Context: an optimization exercise on an open-source flow, tuned for small area, a short achievable clock period and few clock cycles per item. The choices shown serve that exercise and are no tape-out recipe. No run shown here included a check of the RTL's function; only the layout flow was run.

[flow/config.mk]
export PLATFORM = sky130hd
export DESIGN_NAME = wsc_px3
export DESIGN_NICKNAME = wsc_px3
export VERILOG_FILES = /design/flow/design.v
export SDC_FILE = /design/flow/constraint.sdc
export NUM_CORES = 4
export LEC_CHECK = 0
export CAP_MARGIN = 20
export CORE_MARGIN = 2
export CORE_UTILIZATION = 40
export CTS_BUF_LIST = sky130_fd_sc_hd__clkbuf_4 sky130_fd_sc_hd__clkbuf_8
export CTS_CLUSTER_DIAMETER = 60
export CTS_CLUSTER_SIZE = 20
export SLEW_MARGIN = 20
export SYNTH_HIERARCHICAL = 1
[flow/constraint.sdc]
create_clock -name core_clock -period 28.0 [get_ports {clk}]
set_input_delay 5.6000 -clock core_clock [delete_from_list [all_inputs] [get_ports {clk}]]
set_output_delay 5.6000 -clock core_clock [all_outputs]
set_load 0.01 [all_outputs]
[flow/design.v]
module wsc_fa (input wire a, input wire b, input wire c, output wire s, output wire co);
    assign s  = a ^ b ^ c;
    assign co = (a & b) | (a & c) | (b & c);
endmodule
module wsc_ha (input wire a, input wire b, output wire s, output wire co);
    assign s  = a ^ b;
    assign co = a & b;
endmodule
module wsc_px3_pre (
    input  wire [71:0] v,
    output wire [9:0]  cs_X,          
    output wire [9:0]  cs_Y,          
    output wire [8:0]  nm             
);
    wire [7:0] v0 = v[7:0],   v1 = v[15:8],  v2 = v[23:16];
    wire [7:0] v3 = v[31:24], v4 = v[39:32], v5 = v[47:40];
    wire [7:0] v6 = v[55:48], v7 = v[63:56], v8 = v[71:64];
    assign nm = {1'b0, ~v4} + 9'd1;      
    wire s1, c2;
    wsc_ha us1 (.a(v0[0]), .b(v2[0]), .s(s1), .co(c2));
    wire s3, c4;
    wsc_fa us3 (.a(v0[1]), .b(v2[1]), .c(v6[1]), .s(s3), .co(c4));
    wire s5, c6;
    wsc_fa us5 (.a(v0[2]), .b(v2[2]), .c(v6[2]), .s(s5), .co(c6));
    wire s7, c8;
    wsc_fa us7 (.a(v0[3]), .b(v2[3]), .c(v6[3]), .s(s7), .co(c8));
    wire s9, c10;
    wsc_fa us9 (.a(v0[4]), .b(v2[4]), .c(v6[4]), .s(s9), .co(c10));
    wire s11, c12;
    wsc_fa us11 (.a(v0[5]), .b(v2[5]), .c(v6[5]), .s(s11), .co(c12));
    wire s13, c14;
    wsc_fa us13 (.a(v0[6]), .b(v2[6]), .c(v6[6]), .s(s13), .co(c14));
    wire s15, c16;
    wsc_fa us15 (.a(v0[7]), .b(v2[7]), .c(v6[7]), .s(s15), .co(c16));
    wire s17, c18;
    wsc_ha us17 (.a(v6[0]), .b(v8[0]), .s(s17), .co(c18));
    wire s19, c20;
    wsc_fa us19 (.a(v8[1]), .b(c2), .c(c18), .s(s19), .co(c20));
    wire s21, c22;
    wsc_fa us21 (.a(v8[2]), .b(c4), .c(s5), .s(s21), .co(c22));
    wire s23, c24;
    wsc_fa us23 (.a(v8[3]), .b(c6), .c(s7), .s(s23), .co(c24));
    wire s25, c26;
    wsc_fa us25 (.a(v8[4]), .b(c8), .c(s9), .s(s25), .co(c26));
    wire s27, c28;
    wsc_fa us27 (.a(v8[5]), .b(c10), .c(s11), .s(s27), .co(c28));
    wire s29, c30;
    wsc_fa us29 (.a(v8[6]), .b(c12), .c(s13), .s(s29), .co(c30));
    wire s31, c32;
    wsc_fa us31 (.a(v8[7]), .b(c14), .c(s15), .s(s31), .co(c32));
    assign cs_X = {1'b0, c16, c30, c28, c26, c24, c22, c20, s3, s1} + {1'b0, c32, s31, s29, s27, s25, s23, s21, s19, s17};
    wire s33, c34;
    wsc_ha us33 (.a(v1[0]), .b(v3[0]), .s(s33), .co(c34));
    wire s35, c36;
    wsc_fa us35 (.a(v1[1]), .b(v3[1]), .c(v5[1]), .s(s35), .co(c36));
    wire s37, c38;
    wsc_fa us37 (.a(v1[2]), .b(v3[2]), .c(v5[2]), .s(s37), .co(c38));
    wire s39, c40;
    wsc_fa us39 (.a(v1[3]), .b(v3[3]), .c(v5[3]), .s(s39), .co(c40));
    wire s41, c42;
    wsc_fa us41 (.a(v1[4]), .b(v3[4]), .c(v5[4]), .s(s41), .co(c42));
    wire s43, c44;
    wsc_fa us43 (.a(v1[5]), .b(v3[5]), .c(v5[5]), .s(s43), .co(c44));
    wire s45, c46;
    wsc_fa us45 (.a(v1[6]), .b(v3[6]), .c(v5[6]), .s(s45), .co(c46));
    wire s47, c48;
    wsc_fa us47 (.a(v1[7]), .b(v3[7]), .c(v5[7]), .s(s47), .co(c48));
    wire s49, c50;
    wsc_ha us49 (.a(v5[0]), .b(v7[0]), .s(s49), .co(c50));
    wire s51, c52;
    wsc_fa us51 (.a(v7[1]), .b(c34), .c(c50), .s(s51), .co(c52));
    wire s53, c54;
    wsc_fa us53 (.a(v7[2]), .b(c36), .c(s37), .s(s53), .co(c54));
    wire s55, c56;
    wsc_fa us55 (.a(v7[3]), .b(c38), .c(s39), .s(s55), .co(c56));
    wire s57, c58;
    wsc_fa us57 (.a(v7[4]), .b(c40), .c(s41), .s(s57), .co(c58));
    wire s59, c60;
    wsc_fa us59 (.a(v7[5]), .b(c42), .c(s43), .s(s59), .co(c60));
    wire s61, c62;
    wsc_fa us61 (.a(v7[6]), .b(c44), .c(s45), .s(s61), .co(c62));
    wire s63, c64;
    wsc_fa us63 (.a(v7[7]), .b(c46), .c(s47), .s(s63), .co(c64));
    assign cs_Y = {1'b0, c48, c62, c60, c58, c56, c54, c52, s35, s33} + {1'b0, c64, s63, s61, s59, s57, s55, s53, s51, s49};
endmodule
module wsc_px3_post (
    input  wire        op,
    input  wire        opn,          
    input  wire [9:0]  cs_X,
    input  wire [9:0]  cs_Y,
    input  wire [8:0]  nm,            
    output wire [7:0]  res
);
    wire [10:0] xs_X = {1'b0, cs_X} + {nm, 2'b00};
    wire [10:0] xs_Y = {1'b0, cs_Y} + {nm, 2'b00};
    function lo_ok_f;
        input [7:0] q;
        input [9:0] Al;
        begin
            casez (q)
                8'b1???????: lo_ok_f = 1'b1;
                8'b01??????: lo_ok_f = &Al[9:9];
                8'b001?????: lo_ok_f = &Al[9:8];
                8'b0001????: lo_ok_f = &Al[9:7];
                8'b00001???: lo_ok_f = &Al[9:6];
                8'b000001??: lo_ok_f = &Al[9:5];
                8'b0000001?: lo_ok_f = &Al[9:4];
                8'b00000001: lo_ok_f = &Al[9:3];
                default:     lo_ok_f = &Al[9:3] & (Al[2] | (Al[1] & Al[0]));
            endcase
        end
    endfunction
    wire n65 = xs_X[0];
    wire n66 = xs_X[1];
    wire n67 = xs_X[2];
    wire n68 = xs_X[3];
    wire n69 = xs_X[4];
    wire n70 = xs_X[5];
    wire n71 = xs_X[6];
    wire n72 = xs_X[7];
    wire n73 = xs_X[8];
    wire n74 = xs_X[9];
    wire n75 = xs_X[10];
    wire n76 = ~xs_Y[0];
    wire n77 = ~xs_Y[1];
    wire n78 = ~xs_Y[2];
    wire n79 = ~xs_Y[3];
    wire n80 = ~xs_Y[4];
    wire n81 = ~xs_Y[5];
    wire n82 = ~xs_Y[6];
    wire n83 = ~xs_Y[7];
    wire n84 = ~xs_Y[8];
    wire n85 = ~xs_Y[9];
    wire n86 = ~xs_Y[10];
    wire n87 = xs_Y[0];
    wire n88 = xs_Y[1];
    wire n89 = xs_Y[2];
    wire n90 = xs_Y[3];
    wire n91 = xs_Y[4];
    wire n92 = xs_Y[5];
    wire n93 = xs_Y[6];
    wire n94 = xs_Y[7];
    wire n95 = xs_Y[8];
    wire n96 = xs_Y[9];
    wire n97 = xs_Y[10];
    wire n98 = op & xs_X[0];
    wire n99 = op & xs_X[1];
    wire n100 = op & xs_X[2];
    wire n101 = op & xs_X[3];
    wire n102 = op & xs_X[4];
    wire n103 = op & xs_X[5];
    wire n104 = op ? xs_X[6] : ~xs_X[0];
    wire n105 = opn ? ~xs_X[1] : xs_X[7];
    wire n106 = op ? xs_X[8] : ~xs_X[2];
    wire n107 = opn ? ~xs_X[3] : xs_X[9];
    wire n108 = op ? xs_X[10] : ~xs_X[4];
    wire n109 = opn & ~xs_X[5];
    wire n110 = opn & ~xs_X[6];
    wire n111 = opn & ~xs_X[7];
    wire n112 = opn & ~xs_X[8];
    wire n113 = opn & ~xs_X[9];
    wire n114 = opn & ~xs_X[10];
    wire n115 = op & xs_X[0];
    wire n116 = opn ? xs_X[0] : xs_X[1];
    wire n117 = op ? xs_X[2] : xs_X[1];
    wire n118 = opn ? xs_X[2] : xs_X[3];
    wire n119 = op ? xs_X[4] : xs_X[3];
    wire n120 = opn ? xs_X[4] : xs_X[5];
    wire n121 = op ? xs_X[6] : xs_X[5];
    wire n122 = opn ? xs_X[6] : xs_X[7];
    wire n123 = op ? xs_X[8] : xs_X[7];
    wire n124 = opn ? xs_X[8] : xs_X[9];
    wire n125 = op ? xs_X[10] : xs_X[9];
    wire n126 = opn & xs_X[10];
    wire n127 = op & xs_X[0];
    wire n128 = op & xs_X[1];
    wire n129 = opn ? xs_Y[0] : xs_X[2];
    wire n130 = op ? xs_X[3] : xs_Y[1];
    wire n131 = opn ? xs_Y[2] : xs_X[4];
    wire n132 = op ? xs_X[5] : xs_Y[3];
    wire n133 = opn ? xs_Y[4] : xs_X[6];
    wire n134 = op ? xs_X[7] : xs_Y[5];
    wire n135 = opn ? xs_Y[6] : xs_X[8];
    wire n136 = op ? xs_X[9] : xs_Y[7];
    wire n137 = opn ? xs_Y[8] : xs_X[10];
    wire n138 = opn & xs_Y[9];
    wire n139 = opn & xs_Y[10];
    wire n140 = op & ~xs_X[0];
    wire n141 = op ? ~xs_X[1] : ~xs_Y[0];
    wire n142 = opn ? ~xs_Y[1] : ~xs_X[2];
    wire n143 = op ? ~xs_X[3] : ~xs_Y[2];
    wire n144 = opn ? ~xs_Y[3] : ~xs_X[4];
    wire n145 = op ? ~xs_X[5] : ~xs_Y[4];
    wire n146 = opn ? ~xs_Y[5] : ~xs_X[6];
    wire n147 = op ? ~xs_X[7] : ~xs_Y[6];
    wire n148 = opn ? ~xs_Y[7] : ~xs_X[8];
    wire n149 = op ? ~xs_X[9] : ~xs_Y[8];
    wire n150 = opn ? ~xs_Y[9] : ~xs_X[10];
    wire n151 = opn & ~xs_Y[10];
    wire n152 = op & ~xs_X[0];
    wire n153 = op & ~xs_X[1];
    wire n154 = op & ~xs_X[2];
    wire n155 = op & ~xs_X[3];
    wire n156 = op ? ~xs_X[4] : nm[0];
    wire n157 = opn ? nm[1] : ~xs_X[5];
    wire n158 = op ? ~xs_X[6] : nm[2];
    wire n159 = opn ? nm[3] : ~xs_X[7];
    wire n160 = op ? ~xs_X[8] : nm[4];
    wire n161 = opn ? nm[5] : ~xs_X[9];
    wire n162 = op ? ~xs_X[10] : nm[6];
    wire n163 = opn & nm[7];
    wire n164 = opn & nm[8];
    wire n165 = op & xs_X[0];
    wire n166 = op & xs_X[1];
    wire n167 = op & xs_X[2];
    wire n168 = op & xs_X[3];
    wire n169 = op & xs_X[4];
    wire n170 = op & xs_X[5];
    wire n171 = op & xs_X[6];
    wire n172 = op & xs_X[7];
    wire n173 = op & xs_X[8];
    wire n174 = op & xs_X[9];
    wire n175 = op & xs_X[10];
    wire n176 = opn & ~xs_X[0];
    wire n177 = opn & ~xs_X[1];
    wire n178 = opn & ~xs_X[2];
    wire n179 = opn & ~xs_X[3];
    wire n180 = opn & ~xs_X[4];
    wire n181 = opn & ~xs_X[5];
    wire n182 = opn & ~xs_X[6];
    wire n183 = opn & ~xs_X[7];
    wire n184 = opn & ~xs_X[8];
    wire n185 = opn & ~xs_X[9];
    wire n186 = opn & ~xs_X[10];
    wire n187 = op & xs_X[0];
    wire n188 = op & xs_X[1];
    wire n189 = op & xs_X[2];
    wire n190 = op & xs_X[3];
    wire n191 = op & xs_X[4];
    wire n192 = op & xs_X[5];
    wire n193 = op & xs_X[6];
    wire n194 = op & xs_X[7];
    wire n195 = op & xs_X[8];
    wire n196 = op & xs_X[9];
    wire n197 = op & xs_X[10];
    wire n198 = op & ~xs_Y[0];
    wire n199 = op & ~xs_Y[1];
    wire n200 = op & ~xs_Y[2];
    wire n201 = op & ~xs_Y[3];
    wire n202 = op & ~xs_Y[4];
    wire n203 = op & ~xs_Y[5];
    wire n204 = op & ~xs_Y[6];
    wire n205 = op & ~xs_Y[7];
    wire n206 = op & ~xs_Y[8];
    wire n207 = op & ~xs_Y[9];
    wire n208 = op & ~xs_Y[10];
    wire n209 = op & xs_Y[0];
    wire n210 = op & xs_Y[1];
    wire n211 = op & xs_Y[2];
    wire n212 = op & xs_Y[3];
    wire n213 = op & xs_Y[4];
    wire n214 = op & xs_Y[5];
    wire n215 = op & xs_Y[6];
    wire n216 = op & xs_Y[7];
    wire n217 = op & xs_Y[8];
    wire n218 = op & xs_Y[9];
    wire n219 = op & xs_Y[10];
    wire n220 = op & xs_Y[0];
    wire n221 = op & xs_Y[1];
    wire n222 = op & xs_Y[2];
    wire n223 = op & xs_Y[3];
    wire n224 = op & xs_Y[4];
    wire n225 = op & xs_Y[5];
    wire n226 = op & xs_Y[6];
    wire n227 = op & xs_Y[7];
    wire n228 = op & xs_Y[8];
    wire n229 = op & xs_Y[9];
    wire n230 = op & xs_Y[10];
    wire n231 = ~nm[0];
    wire n232 = ~nm[1];
    wire n233 = ~nm[2];
    wire n234 = ~nm[3];
    wire n235 = ~nm[4];
    wire n236 = ~nm[5];
    wire n237 = ~nm[6];
    wire n238 = ~nm[7];
    wire n239 = ~nm[8];
    wire s240, c241;
    wsc_ha us240 (.a(op), .b(n99), .s(s240), .co(c241));
    wire s242, c243;
    wsc_ha us242 (.a(n100), .b(n152), .s(s242), .co(c243));
    wire s244, c245;
    wsc_ha us244 (.a(n101), .b(n153), .s(s244), .co(c245));
    wire s246, c247;
    wsc_fa us246 (.a(op), .b(n102), .c(n154), .s(s246), .co(c247));
    wire s248, c249;
    wsc_ha us248 (.a(op), .b(n103), .s(s248), .co(c249));
    wire s250, c251;
    wsc_fa us250 (.a(op), .b(n76), .c(n104), .s(s250), .co(c251));
    wire s252, c253;
    wsc_fa us252 (.a(opn), .b(n77), .c(n105), .s(s252), .co(c253));
    wire s254, c255;
    wsc_ha us254 (.a(op), .b(n78), .s(s254), .co(c255));
    wire s256, c257;
    wsc_ha us256 (.a(n65), .b(n79), .s(s256), .co(c257));
    wire s258, c259;
    wsc_fa us258 (.a(op), .b(n68), .c(n82), .s(s258), .co(c259));
    wire s260 = ~(n69 ^ n83);
    wire c261 = n69 | n83;
    wire s262, c263;
    wsc_ha us262 (.a(s260), .b(n111), .s(s262), .co(c263));
    wire s264, c265;
    wsc_fa us264 (.a(op), .b(n70), .c(n84), .s(s264), .co(c265));
    wire s266, c267;
    wsc_fa us266 (.a(c261), .b(n112), .c(n115), .s(s266), .co(c267));
    wire s268, c269;
    wsc_ha us268 (.a(n134), .b(n143), .s(s268), .co(c269));
    wire s270, c271;
    wsc_fa us270 (.a(op), .b(n71), .c(n85), .s(s270), .co(c271));
    wire s272, c273;
    wsc_fa us272 (.a(n87), .b(n113), .c(n116), .s(s272), .co(c273));
    wire s274, c275;
    wsc_fa us274 (.a(n135), .b(n144), .c(n179), .s(s274), .co(c275));
    wire s276, c277;
    wsc_fa us276 (.a(n72), .b(n86), .c(n88), .s(s276), .co(c277));
    wire s278, c279;
    wsc_fa us278 (.a(n114), .b(n117), .c(n136), .s(s278), .co(c279));
    wire s280, c281;
    wsc_ha us280 (.a(n145), .b(n180), .s(s280), .co(c281));
    wire s282 = ~(n73 ^ n89);
    wire c283 = n73 | n89;
    wire s284, c285;
    wsc_fa us284 (.a(s282), .b(n118), .c(n137), .s(s284), .co(c285));
    wire s286, c287;
    wsc_fa us286 (.a(n231), .b(n74), .c(n90), .s(s286), .co(c287));
    wire s288, c289;
    wsc_ha us288 (.a(c283), .b(n119), .s(s288), .co(c289));
    wire s290, c291;
    wsc_fa us290 (.a(n232), .b(op), .c(n75), .s(s290), .co(c291));
    wire s292, c293;
    wsc_fa us292 (.a(n91), .b(n120), .c(n139), .s(s292), .co(c293));
    wire s294 = ~(n233 ^ n92);
    wire c295 = n233 | n92;
    wire s296, c297;
    wsc_ha us296 (.a(n234), .b(opn), .s(s296), .co(c297));
    wire n298 = ~n235;
    wire s299, c300;
    wsc_ha us299 (.a(op), .b(n168), .s(s299), .co(c300));
    wire s301, c302;
    wsc_ha us301 (.a(n169), .b(n188), .s(s301), .co(c302));
    wire s303, c304;
    wsc_fa us303 (.a(n170), .b(n189), .c(n206), .s(s303), .co(c304));
    wire s305, c306;
    wsc_fa us305 (.a(n98), .b(n171), .c(n190), .s(s305), .co(c306));
    wire s307, c308;
    wsc_ha us307 (.a(n207), .b(n213), .s(s307), .co(c308));
    wire s309, c310;
    wsc_fa us309 (.a(n172), .b(n191), .c(n208), .s(s309), .co(c310));
    wire s311, c312;
    wsc_fa us311 (.a(n214), .b(n222), .c(c308), .s(s311), .co(c312));
    wire s313, c314;
    wsc_fa us313 (.a(n173), .b(n192), .c(n215), .s(s313), .co(c314));
    wire s315, c316;
    wsc_fa us315 (.a(n223), .b(c241), .c(s242), .s(s315), .co(c316));
    wire s317, c318;
    wsc_fa us317 (.a(n174), .b(n193), .c(n216), .s(s317), .co(c318));
    wire s319, c320;
    wsc_fa us319 (.a(n224), .b(c243), .c(s244), .s(s319), .co(c320));
    wire s321, c322;
    wsc_fa us321 (.a(n175), .b(n194), .c(n217), .s(s321), .co(c322));
    wire s323, c324;
    wsc_fa us323 (.a(n225), .b(c245), .c(c318), .s(s323), .co(c324));
    wire s325, c326;
    wsc_fa us325 (.a(n155), .b(n195), .c(n218), .s(s325), .co(c326));
    wire s327, c328;
    wsc_fa us327 (.a(n226), .b(s248), .c(c247), .s(s327), .co(c328));
    wire s329, c330;
    wsc_fa us329 (.a(n156), .b(n196), .c(n219), .s(s329), .co(c330));
    wire s331, c332;
    wsc_fa us331 (.a(n227), .b(c249), .c(c326), .s(s331), .co(c332));
    wire s333, c334;
    wsc_fa us333 (.a(n127), .b(n157), .c(n197), .s(s333), .co(c334));
    wire s335, c336;
    wsc_fa us335 (.a(n228), .b(c251), .c(c330), .s(s335), .co(c336));
    wire s337, c338;
    wsc_fa us337 (.a(s254), .b(n106), .c(n128), .s(s337), .co(c338));
    wire s339, c340;
    wsc_fa us339 (.a(n158), .b(n229), .c(c253), .s(s339), .co(c340));
    wire s341, c342;
    wsc_fa us341 (.a(c255), .b(s256), .c(n107), .s(s341), .co(c342));
    wire s343, c344;
    wsc_fa us343 (.a(n129), .b(n159), .c(n230), .s(s343), .co(c344));
    wire s345, c346;
    wsc_fa us345 (.a(n66), .b(n80), .c(c257), .s(s345), .co(c346));
    wire s347, c348;
    wsc_fa us347 (.a(n108), .b(n130), .c(n160), .s(s347), .co(c348));
    wire s349, c350;
    wsc_fa us349 (.a(n67), .b(n81), .c(n109), .s(s349), .co(c350));
    wire s351, c352;
    wsc_fa us351 (.a(n131), .b(n140), .c(n161), .s(s351), .co(c352));
    wire s353, c354;
    wsc_fa us353 (.a(n110), .b(n132), .c(n141), .s(s353), .co(c354));
    wire s355, c356;
    wsc_fa us355 (.a(n162), .b(n176), .c(s258), .s(s355), .co(c356));
    wire s357, c358;
    wsc_fa us357 (.a(n133), .b(n142), .c(n163), .s(s357), .co(c358));
    wire s359, c360;
    wsc_fa us359 (.a(n177), .b(c259), .c(s262), .s(s359), .co(c360));
    wire s361, c362;
    wsc_fa us361 (.a(n164), .b(n178), .c(s264), .s(s361), .co(c362));
    wire s363, c364;
    wsc_fa us363 (.a(c263), .b(s268), .c(c358), .s(s363), .co(c364));
    wire s365, c366;
    wsc_fa us365 (.a(c265), .b(s270), .c(c269), .s(s365), .co(c366));
    wire s367, c368;
    wsc_fa us367 (.a(c267), .b(s272), .c(s274), .s(s367), .co(c368));
    wire s369, c370;
    wsc_fa us369 (.a(c271), .b(s276), .c(s280), .s(s369), .co(c370));
    wire s371, c372;
    wsc_fa us371 (.a(c273), .b(c275), .c(s278), .s(s371), .co(c372));
    wire s373, c374;
    wsc_fa us373 (.a(n146), .b(n181), .c(c277), .s(s373), .co(c374));
    wire s375, c376;
    wsc_fa us375 (.a(c281), .b(c279), .c(s284), .s(s375), .co(c376));
    wire s377, c378;
    wsc_fa us377 (.a(n138), .b(n147), .c(n182), .s(s377), .co(c378));
    wire s379, c380;
    wsc_fa us379 (.a(s286), .b(s288), .c(c285), .s(s379), .co(c380));
    wire s381, c382;
    wsc_fa us381 (.a(n148), .b(n183), .c(c287), .s(s381), .co(c382));
    wire s383, c384;
    wsc_fa us383 (.a(s290), .b(c289), .c(c378), .s(s383), .co(c384));
    wire s385, c386;
    wsc_fa us385 (.a(s294), .b(n121), .c(n149), .s(s385), .co(c386));
    wire s387, c388;
    wsc_fa us387 (.a(n184), .b(c291), .c(c293), .s(s387), .co(c388));
    wire s389, c390;
    wsc_fa us389 (.a(n93), .b(s296), .c(c295), .s(s389), .co(c390));
    wire s391, c392;
    wsc_fa us391 (.a(n122), .b(n150), .c(n185), .s(s391), .co(c392));
    wire s393, c394;
    wsc_fa us393 (.a(n298), .b(c297), .c(n94), .s(s393), .co(c394));
    wire s395, c396;
    wsc_fa us395 (.a(n123), .b(n151), .c(n186), .s(s395), .co(c396));
    wire s397, c398;
    wsc_fa us397 (.a(n236), .b(n235), .c(op), .s(s397), .co(c398));
    wire s399, c400;
    wsc_ha us399 (.a(n95), .b(s397), .s(s399), .co(c400));
    wire s401, c402;
    wsc_fa us401 (.a(n237), .b(opn), .c(n96), .s(s401), .co(c402));
    wire s403, c404;
    wsc_ha us403 (.a(n238), .b(opn), .s(s403), .co(c404));
    wire s405, c406;
    wsc_ha us405 (.a(n187), .b(n204), .s(s405), .co(c406));
    wire s407, c408;
    wsc_fa us407 (.a(n205), .b(n211), .c(c300), .s(s407), .co(c408));
    wire s409, c410;
    wsc_fa us409 (.a(n212), .b(n220), .c(c302), .s(s409), .co(c410));
    wire s411, c412;
    wsc_fa us411 (.a(n221), .b(s307), .c(c304), .s(s411), .co(c412));
    wire s413, c414;
    wsc_fa us413 (.a(s240), .b(c306), .c(s309), .s(s413), .co(c414));
    wire s415, c416;
    wsc_fa us415 (.a(c310), .b(s313), .c(c312), .s(s415), .co(c416));
    wire s417, c418;
    wsc_fa us417 (.a(c314), .b(s317), .c(c316), .s(s417), .co(c418));
    wire s419, c420;
    wsc_fa us419 (.a(s246), .b(s321), .c(c320), .s(s419), .co(c420));
    wire s421, c422;
    wsc_fa us421 (.a(c322), .b(s325), .c(c324), .s(s421), .co(c422));
    wire s423, c424;
    wsc_fa us423 (.a(s250), .b(s329), .c(c328), .s(s423), .co(c424));
    wire s425, c426;
    wsc_fa us425 (.a(s252), .b(s333), .c(c332), .s(s425), .co(c426));
    wire s427, c428;
    wsc_fa us427 (.a(c334), .b(s337), .c(c336), .s(s427), .co(c428));
    wire s429, c430;
    wsc_fa us429 (.a(c338), .b(s341), .c(s343), .s(s429), .co(c430));
    wire s431, c432;
    wsc_fa us431 (.a(s345), .b(c342), .c(c344), .s(s431), .co(c432));
    wire s433, c434;
    wsc_fa us433 (.a(c346), .b(c348), .c(s349), .s(s433), .co(c434));
    wire s435, c436;
    wsc_fa us435 (.a(c350), .b(c352), .c(s353), .s(s435), .co(c436));
    wire s437, c438;
    wsc_fa us437 (.a(c354), .b(s357), .c(c356), .s(s437), .co(c438));
    wire s439, c440;
    wsc_fa us439 (.a(s266), .b(s361), .c(c360), .s(s439), .co(c440));
    wire s441, c442;
    wsc_fa us441 (.a(c362), .b(s365), .c(c364), .s(s441), .co(c442));
    wire s443, c444;
    wsc_fa us443 (.a(c366), .b(s369), .c(c368), .s(s443), .co(c444));
    wire s445, c446;
    wsc_fa us445 (.a(s373), .b(c370), .c(c372), .s(s445), .co(c446));
    wire s447, c448;
    wsc_fa us447 (.a(c374), .b(s377), .c(c376), .s(s447), .co(c448));
    wire s449, c450;
    wsc_fa us449 (.a(s292), .b(s381), .c(c380), .s(s449), .co(c450));
    wire s451, c452;
    wsc_fa us451 (.a(c382), .b(s385), .c(c384), .s(s451), .co(c452));
    wire s453, c454;
    wsc_fa us453 (.a(s389), .b(c386), .c(s391), .s(s453), .co(c454));
    wire s455, c456;
    wsc_fa us455 (.a(s393), .b(c390), .c(c392), .s(s455), .co(c456));
    wire s457, c458;
    wsc_fa us457 (.a(n124), .b(c394), .c(s399), .s(s457), .co(c458));
    wire s459, c460;
    wsc_fa us459 (.a(c398), .b(n125), .c(c400), .s(s459), .co(c460));
    wire s461, c462;
    wsc_fa us461 (.a(n97), .b(s403), .c(n126), .s(s461), .co(c462));
    wire s463, c464;
    wsc_ha us463 (.a(n167), .b(n203), .s(s463), .co(c464));
    wire s465, c466;
    wsc_fa us465 (.a(n210), .b(c464), .c(s299), .s(s465), .co(c466));
    wire s467, c468;
    wsc_fa us467 (.a(c406), .b(s301), .c(s407), .s(s467), .co(c468));
    wire s469, c470;
    wsc_fa us469 (.a(s303), .b(c408), .c(s409), .s(s469), .co(c470));
    wire s471, c472;
    wsc_fa us471 (.a(s305), .b(c410), .c(s411), .s(s471), .co(c472));
    wire s473, c474;
    wsc_fa us473 (.a(s311), .b(c412), .c(s413), .s(s473), .co(c474));
    wire s475, c476;
    wsc_fa us475 (.a(s315), .b(c414), .c(s415), .s(s475), .co(c476));
    wire s477, c478;
    wsc_fa us477 (.a(s319), .b(c416), .c(s417), .s(s477), .co(c478));
    wire s479, c480;
    wsc_fa us479 (.a(s323), .b(c418), .c(s419), .s(s479), .co(c480));
    wire s481, c482;
    wsc_fa us481 (.a(s327), .b(c420), .c(s421), .s(s481), .co(c482));
    wire s483, c484;
    wsc_fa us483 (.a(s331), .b(c422), .c(s423), .s(s483), .co(c484));
    wire s485, c486;
    wsc_fa us485 (.a(s335), .b(c424), .c(s425), .s(s485), .co(c486));
    wire s487, c488;
    wsc_fa us487 (.a(s339), .b(c426), .c(s427), .s(s487), .co(c488));
    wire s489, c490;
    wsc_fa us489 (.a(c340), .b(s429), .c(c428), .s(s489), .co(c490));
    wire s491, c492;
    wsc_fa us491 (.a(s347), .b(c430), .c(s431), .s(s491), .co(c492));
    wire s493, c494;
    wsc_fa us493 (.a(s351), .b(c432), .c(s433), .s(s493), .co(c494));
    wire s495, c496;
    wsc_fa us495 (.a(s355), .b(c434), .c(s435), .s(s495), .co(c496));
    wire s497, c498;
    wsc_fa us497 (.a(s359), .b(c436), .c(s437), .s(s497), .co(c498));
    wire s499, c500;
    wsc_fa us499 (.a(s363), .b(c438), .c(s439), .s(s499), .co(c500));
    wire s501, c502;
    wsc_fa us501 (.a(s367), .b(c440), .c(s441), .s(s501), .co(c502));
    wire s503, c504;
    wsc_fa us503 (.a(s371), .b(c442), .c(s443), .s(s503), .co(c504));
    wire s505, c506;
    wsc_fa us505 (.a(s375), .b(c444), .c(s445), .s(s505), .co(c506));
    wire s507, c508;
    wsc_fa us507 (.a(s379), .b(c446), .c(s447), .s(s507), .co(c508));
    wire s509, c510;
    wsc_fa us509 (.a(s383), .b(c448), .c(s449), .s(s509), .co(c510));
    wire s511, c512;
    wsc_fa us511 (.a(s387), .b(c450), .c(s451), .s(s511), .co(c512));
    wire s513, c514;
    wsc_fa us513 (.a(c388), .b(s453), .c(c452), .s(s513), .co(c514));
    wire s515, c516;
    wsc_fa us515 (.a(s395), .b(c454), .c(s455), .s(s515), .co(c516));
    wire s517, c518;
    wsc_fa us517 (.a(c396), .b(s457), .c(c456), .s(s517), .co(c518));
    wire s519, c520;
    wsc_fa us519 (.a(s401), .b(s459), .c(c458), .s(s519), .co(c520));
    wire s521, c522;
    wsc_fa us521 (.a(c402), .b(c460), .c(s461), .s(s521), .co(c522));
    wire s523, c524;
    wsc_ha us523 (.a(n209), .b(s463), .s(s523), .co(c524));
    wire s525, c526;
    wsc_ha us525 (.a(s405), .b(s465), .s(s525), .co(c526));
    wire s527, c528;
    wsc_ha us527 (.a(c466), .b(s467), .s(s527), .co(c528));
    wire s529, c530;
    wsc_ha us529 (.a(c468), .b(s469), .s(s529), .co(c530));
    wire s531, c532;
    wsc_ha us531 (.a(c470), .b(s471), .s(s531), .co(c532));
    wire s533, c534;
    wsc_ha us533 (.a(c472), .b(s473), .s(s533), .co(c534));
    wire s535, c536;
    wsc_ha us535 (.a(c474), .b(s475), .s(s535), .co(c536));
    wire s537, c538;
    wsc_ha us537 (.a(c476), .b(s477), .s(s537), .co(c538));
    wire s539, c540;
    wsc_ha us539 (.a(c478), .b(s479), .s(s539), .co(c540));
    wire s541, c542;
    wsc_ha us541 (.a(c480), .b(s481), .s(s541), .co(c542));
    wire s543, c544;
    wsc_ha us543 (.a(c482), .b(s483), .s(s543), .co(c544));
    wire s545, c546;
    wsc_ha us545 (.a(c484), .b(s485), .s(s545), .co(c546));
    wire s547, c548;
    wsc_ha us547 (.a(c486), .b(s487), .s(s547), .co(c548));
    wire s549, c550;
    wsc_ha us549 (.a(c488), .b(s489), .s(s549), .co(c550));
    wire s551, c552;
    wsc_ha us551 (.a(c490), .b(s491), .s(s551), .co(c552));
    wire s553, c554;
    wsc_ha us553 (.a(c492), .b(s493), .s(s553), .co(c554));
    wire s555, c556;
    wsc_ha us555 (.a(c494), .b(s495), .s(s555), .co(c556));
    wire s557, c558;
    wsc_ha us557 (.a(c496), .b(s497), .s(s557), .co(c558));
    wire s559, c560;
    wsc_ha us559 (.a(c498), .b(s499), .s(s559), .co(c560));
    wire s561, c562;
    wsc_ha us561 (.a(c500), .b(s501), .s(s561), .co(c562));
    wire s563, c564;
    wsc_ha us563 (.a(c502), .b(s503), .s(s563), .co(c564));
    wire s565, c566;
    wsc_ha us565 (.a(c504), .b(s505), .s(s565), .co(c566));
    wire s567, c568;
    wsc_ha us567 (.a(c506), .b(s507), .s(s567), .co(c568));
    wire s569, c570;
    wsc_ha us569 (.a(c508), .b(s509), .s(s569), .co(c570));
    wire s571, c572;
    wsc_ha us571 (.a(c510), .b(s511), .s(s571), .co(c572));
    wire s573, c574;
    wsc_ha us573 (.a(c512), .b(s513), .s(s573), .co(c574));
    wire s575, c576;
    wsc_ha us575 (.a(c514), .b(s515), .s(s575), .co(c576));
    wire s577, c578;
    wsc_ha us577 (.a(c516), .b(s517), .s(s577), .co(c578));
    wire s579, c580;
    wsc_ha us579 (.a(c518), .b(s519), .s(s579), .co(c580));
    wire s581, c582;
    wsc_ha us581 (.a(c520), .b(s521), .s(s581), .co(c582));
    wire G583 = c532 | (s531 & c530);
    wire P584 = s531 & s529;
    wire G585 = G583 | (P584 & c528);
    wire P586 = P584 & s527;
    wire G587 = c526 | (s525 & c524);
    wire P588 = s525 & s523;
    wire G589 = G585 | (P586 & G587);
    wire P590 = P586 & P588;
    wire k591 = G589;
    wire a592 = s523 ^ 1'b0;
    wire a593 = s525 ^ c524;
    wire G594 = c526 | (s525 & c524);
    wire P595 = s525 & s523;
    wire a596 = s527 ^ G594;
    wire G597 = c528 | (s527 & c526);
    wire P598 = s527 & s525;
    wire G599 = G597 | (P598 & c524);
    wire P600 = P598 & s523;
    wire a601 = s529 ^ G599;
    wire G602 = c530 | (s529 & c528);
    wire P603 = s529 & s527;
    wire G604 = c526 | (s525 & c524);
    wire P605 = s525 & s523;
    wire G606 = G602 | (P603 & G604);
    wire P607 = P603 & P605;
    wire a608 = s531 ^ G606;
    wire [9:0] Al = {a608, a601, a596, a593, a592, 1'b0, 1'b0, 1'b0, 1'b0, 1'b0};
    wire G609 = c566 | (s565 & c564);
    wire P610 = s565 & s563;
    wire G611 = G609 | (P610 & c562);
    wire P612 = P610 & s561;
    wire G613 = c560 | (s559 & c558);
    wire P614 = s559 & s557;
    wire G615 = G611 | (P612 & G613);
    wire P616 = P612 & P614;
    wire G617 = c556 | (s555 & c554);
    wire P618 = s555 & s553;
    wire G619 = c552 | (s551 & c550);
    wire P620 = s551 & s549;
    wire G621 = G617 | (P618 & G619);
    wire P622 = P618 & P620;
    wire G623 = G615 | (P616 & G621);
    wire P624 = P616 & P622;
    wire G625 = c548 | (s547 & c546);
    wire P626 = s547 & s545;
    wire G627 = c544 | (s543 & c542);
    wire P628 = s543 & s541;
    wire G629 = G625 | (P626 & G627);
    wire P630 = P626 & P628;
    wire G631 = c540 | (s539 & c538);
    wire P632 = s539 & s537;
    wire G633 = c536 | (s535 & c534);
    wire P634 = s535 & s533;
    wire G635 = G631 | (P632 & G633);
    wire P636 = P632 & P634;
    wire G637 = G629 | (P630 & G635);
    wire P638 = P630 & P636;
    wire G639 = G623 | (P624 & G637);
    wire P640 = P624 & P638;
    wire k641 = G639 | (P640 & k591);
    wire h642 = s533 ^ k591;
    wire h643 = s535 ^ c534;
    wire h644 = s537 ^ c536;
    wire h645 = s539 ^ c538;
    wire h646 = s541 ^ c540;
    wire h647 = s543 ^ c542;
    wire h648 = s545 ^ c544;
    wire h649 = s547 ^ c546;
    wire h650 = s549 ^ c548;
    wire h651 = s551 ^ c550;
    wire h652 = s553 ^ c552;
    wire h653 = s555 ^ c554;
    wire h654 = s557 ^ c556;
    wire h655 = s559 ^ c558;
    wire h656 = s561 ^ c560;
    wire h657 = s563 ^ c562;
    wire h658 = s565 ^ c564;
    wire hi_ones = &{h658, h657, h656, h655, h654, h653, h652, h651, h650, h649, h648, h647, h646, h645, h644, h643, h642};
    wire c27 = k641;
    wire [7:0]  q0 = {c520, c518, c516, c514, c512, c510, c508, c506} + {s521, s519, s517, s515, s513, s511, s509, s507};
    wire [7:0]  q1 = q0 + 8'd1;
    wire [7:0]  q2 = q0 + 8'd2;
    wire lo_ok = c27 ? lo_ok_f(q1, Al) : lo_ok_f(q0, Al);
    wire flag = op & hi_ones & lo_ok;
    assign res = c27 ? (flag ? q2 : q1) : (flag ? q1 : q0);
endmodule
module wsc_px3 (
    input  wire         clk,
    input  wire         rst,
    input  wire         in_valid,
    output wire         in_ready,
    input  wire         in_op,        
    input  wire [287:0] in_win,
    output reg          out_valid,
    input  wire         out_ready,
    output reg  [31:0]  out_pix
);
    wire [39:0] csx_w, csy_w;
    wire [35:0] nm_w;
    genvar c;
    generate
        for (c = 0; c < 4; c = c + 1) begin : pre
            wsc_px3_pre u (
                .v   ({in_win[256+8*c +: 8], in_win[224+8*c +: 8], in_win[192+8*c +: 8],
                       in_win[160+8*c +: 8], in_win[128+8*c +: 8], in_win[96+8*c +: 8],
                       in_win[64+8*c +: 8],  in_win[32+8*c +: 8],  in_win[8*c +: 8]}),
                .cs_X(csx_w[10*c +: 10]),
                .cs_Y(csy_w[10*c +: 10]),
                .nm  (nm_w[9*c +: 9])
            );
        end
    endgenerate
    reg         s1_valid;
    reg         s1_op;
    reg         s1_opn;       
    reg  [39:0] s1_csx, s1_csy;
    reg  [35:0] s1_nm;
    reg         k0_valid, k1_valid;
    reg  [31:0] k0_pix, k1_pix;
    assign in_ready = !k1_valid && !(k0_valid && s1_valid);
    wire accept = in_valid && in_ready;
    always @(posedge clk) begin
        if (rst)
            s1_valid <= 1'b0;
        else
            s1_valid <= accept;
    end
    always @(posedge clk) begin
        s1_op  <= in_op;
        s1_opn <= ~in_op;
        s1_csx <= csx_w;
        s1_csy <= csy_w;
        s1_nm  <= nm_w;                        
    end
    wire [31:0] res;
    generate
        for (c = 0; c < 4; c = c + 1) begin : post
            wsc_px3_post u (
                .op  (s1_op),
                .opn (s1_opn),
                .cs_X(s1_csx[10*c +: 10]),
                .cs_Y(s1_csy[10*c +: 10]),
                .nm  (s1_nm[9*c +: 9]),
                .res (res[8*c +: 8])
            );
        end
    endgenerate
    wire head_free = !out_valid || out_ready;
    always @(posedge clk) begin
        if (rst) begin
            out_valid <= 1'b0;
            k0_valid  <= 1'b0;
            k1_valid  <= 1'b0;
        end else if (head_free) begin
            out_valid <= k0_valid || s1_valid;
            k0_valid  <= k1_valid || (k0_valid && s1_valid);
            k1_valid  <= k1_valid && s1_valid;
        end else begin
            k0_valid  <= k0_valid || s1_valid;
            k1_valid  <= k1_valid || (k0_valid && s1_valid);
        end
    end
    always @(posedge clk) begin
        if (head_free)
            out_pix <= k0_valid ? k0_pix : res;
        if (head_free || !k0_valid)
            k0_pix <= (head_free && k1_valid) ? k1_pix : res;
        if (head_free || !k1_valid)
            k1_pix <= res;
    end
endmodule
[flow/flow/run.sh]
#!/bin/bash
set -e
export BUFFER_PORTS_ARGS="-buffer_cell sky130_fd_sc_hd__buf_1"
export SETUP_SLACK_MARGIN=20.35
bash standard.sh > standard.log 2>&1
[flow/standard.sh]
#!/bin/bash
# synth_recipe.tcl (not shown) runs the flow's synth.tcl, then flattens the netlist and writes it again
# the make line also repeats each setting of config.mk as NAME=value (left out here)
make -C /OpenROAD-flow-scripts/flow DESIGN_CONFIG=/design/flow/config.mk WORK_HOME=/design/flow/orfs CLKGATE_MAP_FILE= SYNTH_SCRIPT=/design/flow/synth_recipe.tcl "${@:-finish}"
==> run notes, run 1 <==
Critical-path maximum fanout: 35
WP depth: 3
Yosys cell types: 79
Top cell type's share of synthesized area: 0.353
Max-slew headroom: 0.352
Worst Hold End: k0_pix[1]
Filler cells: 8052
H-Tree Depth: 1
Largest net degree at the start of global routing: 66
Final Hold Vio Count: 0
Crit-path cells: a21o_1 > inv_1 > buf_1
WHS Path Cells: 1
WP data required: 22.40 ns
CTS Sinks: 218
Predominant post-synthesis flop cell: dfxtp_1
Die area: 89000 um^2
Starting density of the core: 0.405
Iteration-0 DRC Markers: 1334
Via/cell ratio: 5.30
Worst setup EP type: output port
Layout cells sized above 1: 0.109
Final setup viols: 0
GRT overflow: 0
Register bit total from synthesis: 218
Routed Antenna Nets: 0
Antenna violations before repair: 3
Post-Syn Area: 34700 um^2
Worst setup path category: register to output port
Clock transition at path regs: 0.12 ns
Buffers on Ports: 326
Hold path start: k1_pix[1]
Post-synth ARST share: 0
Most common cell after layout, fill and taps aside: fa_1
I/O pins: 327
Skew final: 0.0476 ns
Placed Area: 37200 um^2
Tmin final: 7.47 ns
TritonCTS clock tree: done
Post-route cell area: 38500 um^2
Clock latency (worst-skew pair): 0.64 ns
Slowest-stage cell, CP: dfxtp_4
Crit Reg-Reg Startpoint: s1_nm[9]
First-pass GRT wire length: 139 mm
Seq/Total Area, Yosys: 0.154
Outcome: timing/DRC/antenna clean
Number of synthesized flops with an enable pin: 96
CP top delay family: flip-flops
Largest cells by area after synthesis: fa_1 35%, ha_1 14%, edfxtp_1 8.3%, dfxtp_1 7.0%, xnor2_1 4.3%
Max Clk Rate: 134 MHz
Gate Count Post-Synth: 3128
Final worst-path cycle share: 0.267
Worst R2R Setup Slack: 20.62 ns
Critical Path Max Stage Delay: 0.70 ns
Max cap viols: 0
RSZ-0062 raised after global routing: false
Clock Path Buffers: 3
Area of the multi-input gates: 28800 um^2
Via Count: 24.6k
YS warnings: 8
DIE HEIGHT: 298 um
Die X: 298 um
Commonest cells after routing, fill and taps aside: 595 x fa_1, 385 x ha_1, 326 x buf_1, 215 x inv_1, 197 x nor2_1
Leading area contributor after synthesis: fa_1
Worst R2R Path Depth: 29
DRT Pass-1 Iters: 5
Syn_nets: 4433
Tot GR Track Use: 0.194
Placer Congestion: 0.938
Area taken by flip-flops and latches: 5340 um^2
Area grow syn2layout: 11.1%
Slew at the pin closest to its max-slew limit: 0.964 ns
Worst Hold Class: register to register
Nets: 4781
Worst Setup SP: k0_valid
Worst r2r dst: out_pix[14]
Setup crit start kind: register
# hold bufs at CTS: 0
Arr. time, crit path: 1.87 ns
Syn_area_per_cell: 11.1 um^2
Drt wl/cell: 18.8 um
Core area: 85500 um^2
# DRC: 0
Routed WL: 87.0 mm
Dpl hpwl: 73.4 mm
Num CTS Buffers: 23
Bufs and invs on worst path: 2
Final Max Slew Viols: 0
Setup TNS: 0 ns
CTS root buffer: clkbuf_8
# rows: 107
Number of global-route vias before repair: 25.9k
==> through the flow <==
step,std cells,utilization,hold slack [ns],setup slack (ns)
after floorplan,3128,-,0.507,20.32
final,4638,0.450,0.524,20.53
after global routing,4638,0.450,0.550,20.32
after CTS,4599,0.442,0.540,20.35
after detailed placement,4557,0.435,0.533,20.07
after global placement,4557,0.435,0.526,20.10
==> worst max-delay path by stage <==
stage / endpoint / slack, ns
6_report: in_ready / 20.53
5_1_grt: out_pix[12] / 20.32
4_1_cts: out_pix[28] / 20.35
3_5_place_dp: s1_csx[18] / 20.07
3_3_place_gp: s1_csy[18] / 20.10
2_1_floorplan: s1_csy[18] / 20.32
==> Yosys stat by module (local to each module, per instance) <==
module / times used / cells inside
wsc_px3_pre: 4 / 104
wsc_px3: 1 / 304
wsc_px3_post: 4 / 410
wsc_fa: 592 / 1
wsc_ha: 176 / 1
==> layer usage <==
metal / up-vias / global-route usage / wire, um
met1: 12192 / 0.276 / 39300
li1: 11555 / - / -
met3: 130 / 0.0251 / 4960
met2: 705 / 0.313 / 40100
met5: - / 0 / 0
met4: 0 / 0.0537 / 2520
==> cell type report <==
| cell class | instances | share of cell area |
|---|---|---|
| diodes | 1 | 0.0000650 |
| repair buffers | 382 | 0.0427 |
| multi-input cells | 2632 | 0.747 |
| well taps | 1144 | 0.0372 |
| inverters | 219 | 0.0214 |
| clock buffers | 24 | 0.00841 |
| clock inverters | 18 | 0.00497 |
| flip-flops and latches | 218 | 0.139 |
==> sequential cells by signal, summed over array words and instances (netlist names) <==
| signal | flops |
|---|---|
| k0_pix | 32 |
| k0_valid | 1 |
| k1_pix | 32 |
| k1_valid | 1 |
| out_pix | 32 |
| out_valid | 1 |
| s1_csx | 40 |
| s1_csy | 40 |
| s1_nm | 36 |
| s1_op | 1 |
| s1_opn | 1 |
| s1_valid | 1 |
==> cell families after synthesis <==
logic type	after synthesis	share of synthesized area
fa+ha+maj	1012	0.498
buf+inv	278	0.0337
flops	218	0.154
compound gates	584	0.115
xor+xnor	232	0.0615
simple gates	716	0.107
mux	88	0.0311
==> synthesized netlist by cell type (52+ instances only) <==
library cell and count:
inv_1 214, o21ai_0 92, and2_1 52, nor2_1 199, xnor2_1 172, nor2b_1 64
fa_1 612, dfxtp_1 122, a21o_1 81, ha_1 400, nand2_1 150, xor2_1 52
edfxtp_1 96, a21oi_1 169
==> what timing repair did <==
item,4_1_cts,5_1_grt
setup buffers,0,38
pin swaps,3,34
gates resized for setup,12,101
setup endpoints to repair,67,96
==> run 2: changes to the inputs <==
==> flow/flow/run.sh (replaced) <==
#!/bin/bash
set -e
export BUFFER_PORTS_ARGS="-buffer_cell sky130_fd_sc_hd__buf_1"
export SETUP_SLACK_MARGIN=20.0
bash standard.sh > standard.log 2>&1
==> run 2 against run 1 <==
- clock skew down 0.017 ns
- area after synthesis is the same
- synthesized cell count unchanged
- hold slack improved by 0.0039 ns
- core utilization shrank 0.48 points
- largest cell class unchanged
==> run notes, run 2 <==
CTS Sinks: 218
Outcome: timing/DRC/antenna clean
Setup TNS: 0 ns
Arr. time, crit path: 2.20 ns
Layout cells sized above 1: 0.0842
Skew final: 0.0309 ns
Tmin final: 7.80 ns
Worst Hold Class: register to register
Die X: 298 um
Seq/Total Area, Yosys: 0.154
Clock Path Buffers: 3
Area grow syn2layout: 9.96%
DRT Pass-1 Iters: 5
Gr busiest metal: met2
Max Clk Rate: 128 MHz
Number of synthesized flops with an enable pin: 96
Number of global-route vias before repair: 26.4k
Via Count: 24.6k
# rows: 107
Utilization after layout: 0.445
First-pass GRT wire length: 140 mm
Most common cell after layout, fill and taps aside: fa_1
Worst setup EP type: output port
YS warnings: 8
Gate Count Post-Synth: 3128
Buffers on Ports: 326
Post-synth ARST share: 0
Commonest cells after routing, fill and taps aside: 608 x fa_1, 395 x ha_1, 326 x buf_1, 214 x inv_1, 198 x nor2_1
Syn_nets: 4433
Clock transition at path regs: 0.11 ns
Max cap viols: 0
Drt wl/cell: 19.0 um
Antenna violations before repair: 4
Clock latency (worst-skew pair): 0.65 ns
Met2 GRT Util: 0.317
WHS: 0.528 ns
WP data required: 22.40 ns
Largest net degree at the start of global routing: 93
Tot GR Track Use: 0.197
Iteration-0 DRC Markers: 1398
Starting density of the core: 0.405
GRT overflow: 0
Slew at the pin closest to its max-slew limit: 1.02 ns
CTS root buffer: clkbuf_8
Most frequent cell after synthesis: fa_1
Routed Antenna Nets: 0
Largest cells by area after synthesis: fa_1 35%, ha_1 14%, edfxtp_1 8.3%, dfxtp_1 7.0%, xnor2_1 4.3%
M3 GR Usage: 0.0370
Num CTS Buffers: 26
TritonCTS clock tree: done
Final setup viols: 0
Final Hold Vio Count: 0
Met1 Usage GRT: 0.271
Worst R2R Path Depth: 29
Leading area contributor after synthesis: fa_1
WHS Path Cells: 1
Worst Hold End: k0_pix[25]
Dpl hpwl: 74.3 mm
Worst R2R Setup Slack: 20.28 ns
Nets: 4763
Max-slew headroom: 0.314
Hold path start: k1_pix[25]
Placer Congestion: 0.927
Routed WL: 87.6 mm
Worst setup path category: register to output port
Predominant post-synthesis flop cell: dfxtp_1
Biggest regs: s1_csx x40, s1_csy x40, s1_nm x36
Syn_area_per_cell: 11.1 um^2
Crit Reg-Reg Startpoint: s1_nm[18]
I/O pins: 327
H-Tree Depth: 1
Yosys cell types: 79
Top cells by count, synth: 612 x fa_1, 400 x ha_1, 214 x inv_1
Top cell type's share of synthesized area: 0.353
# DRC: 0
RSZ-0062 raised after global routing: false
Die area: 89000 um^2
Core area: 85500 um^2
Worst r2r dst: out_pix[20]
Final Max Slew Viols: 0
DIE HEIGHT: 298 um
Post-Syn Area: 34700 um^2
Setup crit start kind: register
Final worst-path cycle share: 0.279
Via/cell ratio: 5.32
Register bit total from synthesis: 218
Critical-path maximum fanout: 35
-- run 2: cell type report --
type / count / area [um^2]
clock inverter: 20 / 273
antenna: 1 / 2.50
inverter: 219 / 825
fill: 8175 / 47400
clock buffer: 28 / 385
timing repair buffer: 361 / 1490
sequential: 218 / 5340
multi-input combinational: 2632 / 28400
tap: 1144 / 1430
-- run 2: per-module statistics from Yosys, one instance, submodules excluded --
module	times used	cell area, um^2	flip-flops and latches
wsc_fa	592	20.0	0
wsc_ha	176	12.5	0
wsc_px3	1	6330	218
wsc_px3_post	4	2760	0
wsc_px3_pre	4	812	0
-- run 2: per-layer routing --
| layer | wire length [um] | part of all wire | vias to the layer above |
|---|---|---|---|
| met5 | 17 | 0.00019 | - |
| met4 | 2510 | 0.029 | 2 |
| met3 | 5630 | 0.064 | 139 |
| met2 | 40200 | 0.46 | 700 |
| met1 | 39300 | 0.45 | 12220 |
| li1 | - | - | 11541 |
-- run 2: kinds of logic after synthesis --
| family | synth area share |
|---|---|
| flops | 0.154 |
| fa+ha+maj | 0.498 |
| compound gates | 0.115 |
| buf+inv | 0.0337 |
| simple gates | 0.107 |
| xor+xnor | 0.0615 |
| mux | 0.0311 |
-- run 2: worst max path at each step --
stage                from          end  slack, ns  cells past startpoint
4_1_cts          s1_nm[9]   out_pix[9]      20.02                     29
2_1_floorplan  in_win[45]   s1_csy[18]      20.29                      7
3_3_place_gp     s1_nm[9]  out_pix[14]      19.82                     29
5_1_grt         s1_nm[18]  out_pix[17]      19.96                     29
3_5_place_dp     s1_nm[9]   out_pix[9]      19.78                     29
6_report         k0_valid     in_ready      20.20                      3
-- run 2: repair_timing --
action | 4_1_cts | 5_1_grt
setup endpoints to repair | 32 | 94
hold buffers | 0 | 0
pin swaps | 0 | 15
resized for setup | 7 | 35
setup buffers | 0 | 15
-- run 2: per-stage QoR --
step                setup slack, ns  instances  cell area, um^2
floorplan                     20.29       3128            34700
global placement              19.82       4559            37100
detailed placement            19.78       4559            37100
CTS                           20.02       4607            37800
global route                  19.96       4623            38100
finish                        20.20       4623            38100
-- run 2: critical path, cell delays in order (launching register included) --
cell and delay (ns):
dfxtp_2 0.95, a21o_1 0.37, inv_1 0.09, buf_1 0.15
==> run 3: changes to the inputs <==
--- a/flow/design.v
+++ b/flow/design.v
@@ -718,7 +718,7 @@
     input  wire         clk,
     input  wire         rst,
     input  wire         in_valid,
-    output wire         in_ready,
+    output reg          in_ready,
     input  wire         in_op,        
     input  wire [287:0] in_win,
     output reg          out_valid,
@@ -747,7 +747,6 @@
     reg  [35:0] s1_nm;
     reg         k0_valid, k1_valid;
     reg  [31:0] k0_pix, k1_pix;
-    assign in_ready = !k1_valid && !(k0_valid && s1_valid);
     wire accept = in_valid && in_ready;
     always @(posedge clk) begin
         if (rst)
@@ -776,18 +775,29 @@
         end
     endgenerate
     wire head_free = !out_valid || out_ready;
+    reg ov_n, k0v_n, k1v_n;
+    always @* begin
+        if (head_free) begin
+            ov_n  = k0_valid || s1_valid;
+            k0v_n = k1_valid || (k0_valid && s1_valid);
+            k1v_n = k1_valid && s1_valid;
+        end else begin
+            ov_n  = out_valid;
+            k0v_n = k0_valid || s1_valid;
+            k1v_n = k1_valid || (k0_valid && s1_valid);
+        end
+    end
     always @(posedge clk) begin
         if (rst) begin
             out_valid <= 1'b0;
             k0_valid  <= 1'b0;
             k1_valid  <= 1'b0;
-        end else if (head_free) begin
-            out_valid <= k0_valid || s1_valid;
-            k0_valid  <= k1_valid || (k0_valid && s1_valid);
-            k1_valid  <= k1_valid && s1_valid;
+            in_ready  <= 1'b1;
         end else begin
-            k0_valid  <= k0_valid || s1_valid;
-            k1_valid  <= k1_valid || (k0_valid && s1_valid);
+            out_valid <= ov_n;
+            k0_valid  <= k0v_n;
+            k1_valid  <= k1v_n;
+            in_ready  <= !k1v_n && !(k0v_n && accept);
         end
     end
     always @(posedge clk) begin
==> flow/flow/run.sh (replaced) <==
#!/bin/bash
set -e
export BUFFER_PORTS_ARGS="-buffer_cell sky130_fd_sc_hd__buf_1"
export SETUP_SLACK_MARGIN=20.55
bash standard.sh > standard.log 2>&1
==> run 3 against run 2 <==
- still clean on timing, DRC and antenna
- sequential share of layout area down 0.44 points
- setup slack better by 0.51 ns
- area after synthesis up 0.21%
- flip-flop and latch count up 1
- register-to-register slack better by 0.43 ns
- clock skew up 0.016 ns
- critical path depth up 24
- first-iteration DRC count down 8.4%
- hold slack worse by 0.026 ns
- critical path type is now register to register
==> run notes, run 3 <==
Outcome: timing/DRC/antenna clean
Seq/Total Area, Yosys: 0.154
First-pass GRT wire length: 141 mm
# rows: 108
Final Max Slew Viols: 0
Crit Reg-Reg Startpoint: s1_nm[9]
DIE HEIGHT: 299 um
Largest net degree at the start of global routing: 93
Routed Antenna Nets: 0
Commonest cells after routing, fill and taps aside: 588 x fa_1, 351 x ha_1, 326 x buf_1, 214 x inv_1, 194 x nor2_1
Area grow syn2layout: 14.1%
Buffers on Ports: 326
Worst Hold Class: register to register
Clock latency (worst-skew pair): 0.64 ns
Max cap viols: 0
Leading area contributor after synthesis: fa_1
Critical-path maximum fanout: 4
Die area: 89200 um^2
Bufs and invs on worst path: 0
Utilization after layout: 0.459
Max-slew headroom: 0.282
Routed WL: 88.6 mm
Met2 GRT Util: 0.324
Number of synthesized flops with an enable pin: 96
Slowest-stage cell, CP: fa_1
Clock Path Buffers: 3
Yosys cell types: 83
Met1 Usage GRT: 0.283
H-Tree Depth: 1
Slew at the pin closest to its max-slew limit: 1.07 ns
Nets: 4820
Via Count: 24.9k
Gr busiest metal: met2
GRT overflow: 0
Core area: 86300 um^2
Arr. time, crit path: 7.70 ns
Register bit total from synthesis: 219
Worst Hold End: s1_valid
Starting density of the core: 0.402
Top cell type's share of synthesized area: 0.353
Post-Syn Area: 34700 um^2
Worst setup path category: register to register
Drt wl/cell: 18.9 um
Max Clk Rate: 137 MHz
Syn_area_per_cell: 11.1 um^2
Via/cell ratio: 5.32
Iteration-0 DRC Markers: 1281
Predominant post-synthesis flop cell: dfxtp_1
Final worst-path cycle share: 0.260
Biggest regs: s1_csx x40, s1_csy x40, s1_nm x36
Most frequent cell after synthesis: fa_1
Tot GR Track Use: 0.197
WHS Path Cells: 2
Final setup viols: 0
CTS root buffer: clkbuf_8
Worst setup EP type: register
Largest cells by area after synthesis: fa_1 35%, ha_1 14%, edfxtp_1 8.3%, dfxtp_1 7.1%, xnor2_1 4.3%
# hold bufs at CTS: 0
Tmin final: 7.29 ns
I/O pins: 327
Skew final: 0.0468 ns
Num CTS Buffers: 23
CTS Sinks: 219
RSZ-0062 raised after global routing: true
WHS: 0.501 ns
Most common cell after layout, fill and taps aside: fa_1
Top cells by count, synth: 612 x fa_1, 400 x ha_1, 215 x inv_1
M3 GR Usage: 0.0238
Number of global-route vias before repair: 26.3k
Dpl hpwl: 74.2 mm
Worst R2R Setup Slack: 20.71 ns
Antenna violations before repair: 1
YS warnings: 8
Setup TNS: 0 ns
Layout cells sized above 1: 0.144
Placer Congestion: 0.972
Worst R2R Path Depth: 27
TritonCTS clock tree: done
DRT Pass-1 Iters: 5
Final Hold Vio Count: 0
# DRC: 0
Hold path start: in_ready
Syn_nets: 4442
Post-synth ARST share: 0
CP top delay family: adder cells
Gate Count Post-Synth: 3137
Die X: 299 um
Critical Path Max Stage Delay: 0.50 ns
Clock transition at path regs: 0.11 ns
WP data required: 28.40 ns
Worst r2r dst: out_pix[14]
Setup crit start kind: register
-- run 3: area by class of cell --
cell class / count / area [um^2]
Antenna cell: 1 / 2.50
Clock buffer: 25 / 332
Clock inverter: 17 / 191
Fill cell: 8099 / 46700
Inverter: 220 / 832
Multi-Input combinational cell: 2639 / 29600
Sequential cell: 219 / 5370
Tap cell: 1155 / 1450
Timing Repair Buffer: 412 / 1870
-- run 3: how the worst max path moves through the flow --
stage / start / endpoint / cells after the start
CTS: s1_nm[0] / out_pix[4] / 29
floorplan: in_win[45] / s1_csy[18] / 7
detailed placement: s1_op / out_pix[9] / 22
finish: s1_nm[9] / out_pix[14] / 27
global route: s1_nm[9] / out_pix[14] / 27
global placement: s1_op / out_pix[9] / 22
-- run 3: metal layers --
metal  vias to the layer above  share of wire
li1                      11673              -
met1                     12508           0.46
met2                       658           0.47
met3                        98          0.051
met4                         0          0.019
met5                         -              0
-- run 3: worst min-delay path: cells and delay by family, from the launching register on --
family | cells | cell delay, ns
and+or+nand+nor | 2 | 0.12
DFF | 1 | 0.34
-- run 3: what timing repair did --
item	4_1_cts	5_1_grt
buffers inserted	14	51
resized for setup	48	138
pin swaps	20	63
setup endpoints to repair	94	96
-- run 3: kinds of logic after synthesis --
group / Yosys count / synth area share
AO/OA/AOI/OAI: 587 / 0.116
XOR/XNOR: 232 / 0.0614
adder cells (fa/ha/maj): 1012 / 0.497
buffers and inverters: 279 / 0.0336
flip-flops: 219 / 0.154
multiplexers: 88 / 0.0309
AND/OR/NAND/NOR: 720 / 0.107
-- run 3: Yosys stat by module (local to each module, per instance) --
module | area (um^2) | flip-flops and latches
wsc_ha | 12.5 | 0
wsc_px3_post | 2760 | 0
wsc_px3_pre | 812 | 0
wsc_fa | 20.0 | 0
wsc_px3 | 6400 | 219
-- run 3: through the flow --
| step | std cells | cell area, um^2 | worst slack (ns) |
|---|---|---|---|
| 3_3_place_gp | 4580 | 37800 | 19.84 |
| 2_1_floorplan | 3137 | 35300 | 20.37 |
| 4_1_cts | 4636 | 38600 | 20.55 |
| 5_1_grt | 4688 | 39600 | 20.46 |
| 3_5_place_dp | 4580 | 37800 | 19.75 |
| 6_report | 4688 | 39600 | 20.71 |

[port drivers added, routing unchanged]
How much do the figures lean on ideal ports? The routed layouts below were timed once more, with nothing changed but the port constraints.
Step 1, drivers: a clkbuf_16 drives clk and a buf_2 each remaining input, both assumed.
Step 2 adds t to the input delays and takes it off the output delays; t is the mean of the earliest and latest rising clock arrival at the registers after step 1. Input paths then give back, and output paths get back, about the clock's delay inside the block.
Slacks: ideal ports / drivers / drivers and shift; pairs: ideal ports / drivers.
| run | t (ns) | setup slack, ns | hold slack, ns | worst data-port slew with drivers (ns) |
|---|---|---|---|---|
| run 1 | 0.677 | 20.526 / 20.467 / 20.072 | 0.524 / 0.524 / 0.524 | 0.15 |
| run 2 | 0.691 | 20.200 / 20.141 / 20.022 | 0.528 / 0.528 / 0.528 | 0.05 |
| run 3 | 0.679 | 20.707 / 20.707 / 20.172 | 0.501 / 0.501 / 0.501 | 0.05 |
After both steps every run listed still meets setup and hold. The setup slack of run 3, which loses most, moves by 0.000 ns with the drivers and by -0.535 ns with both steps.
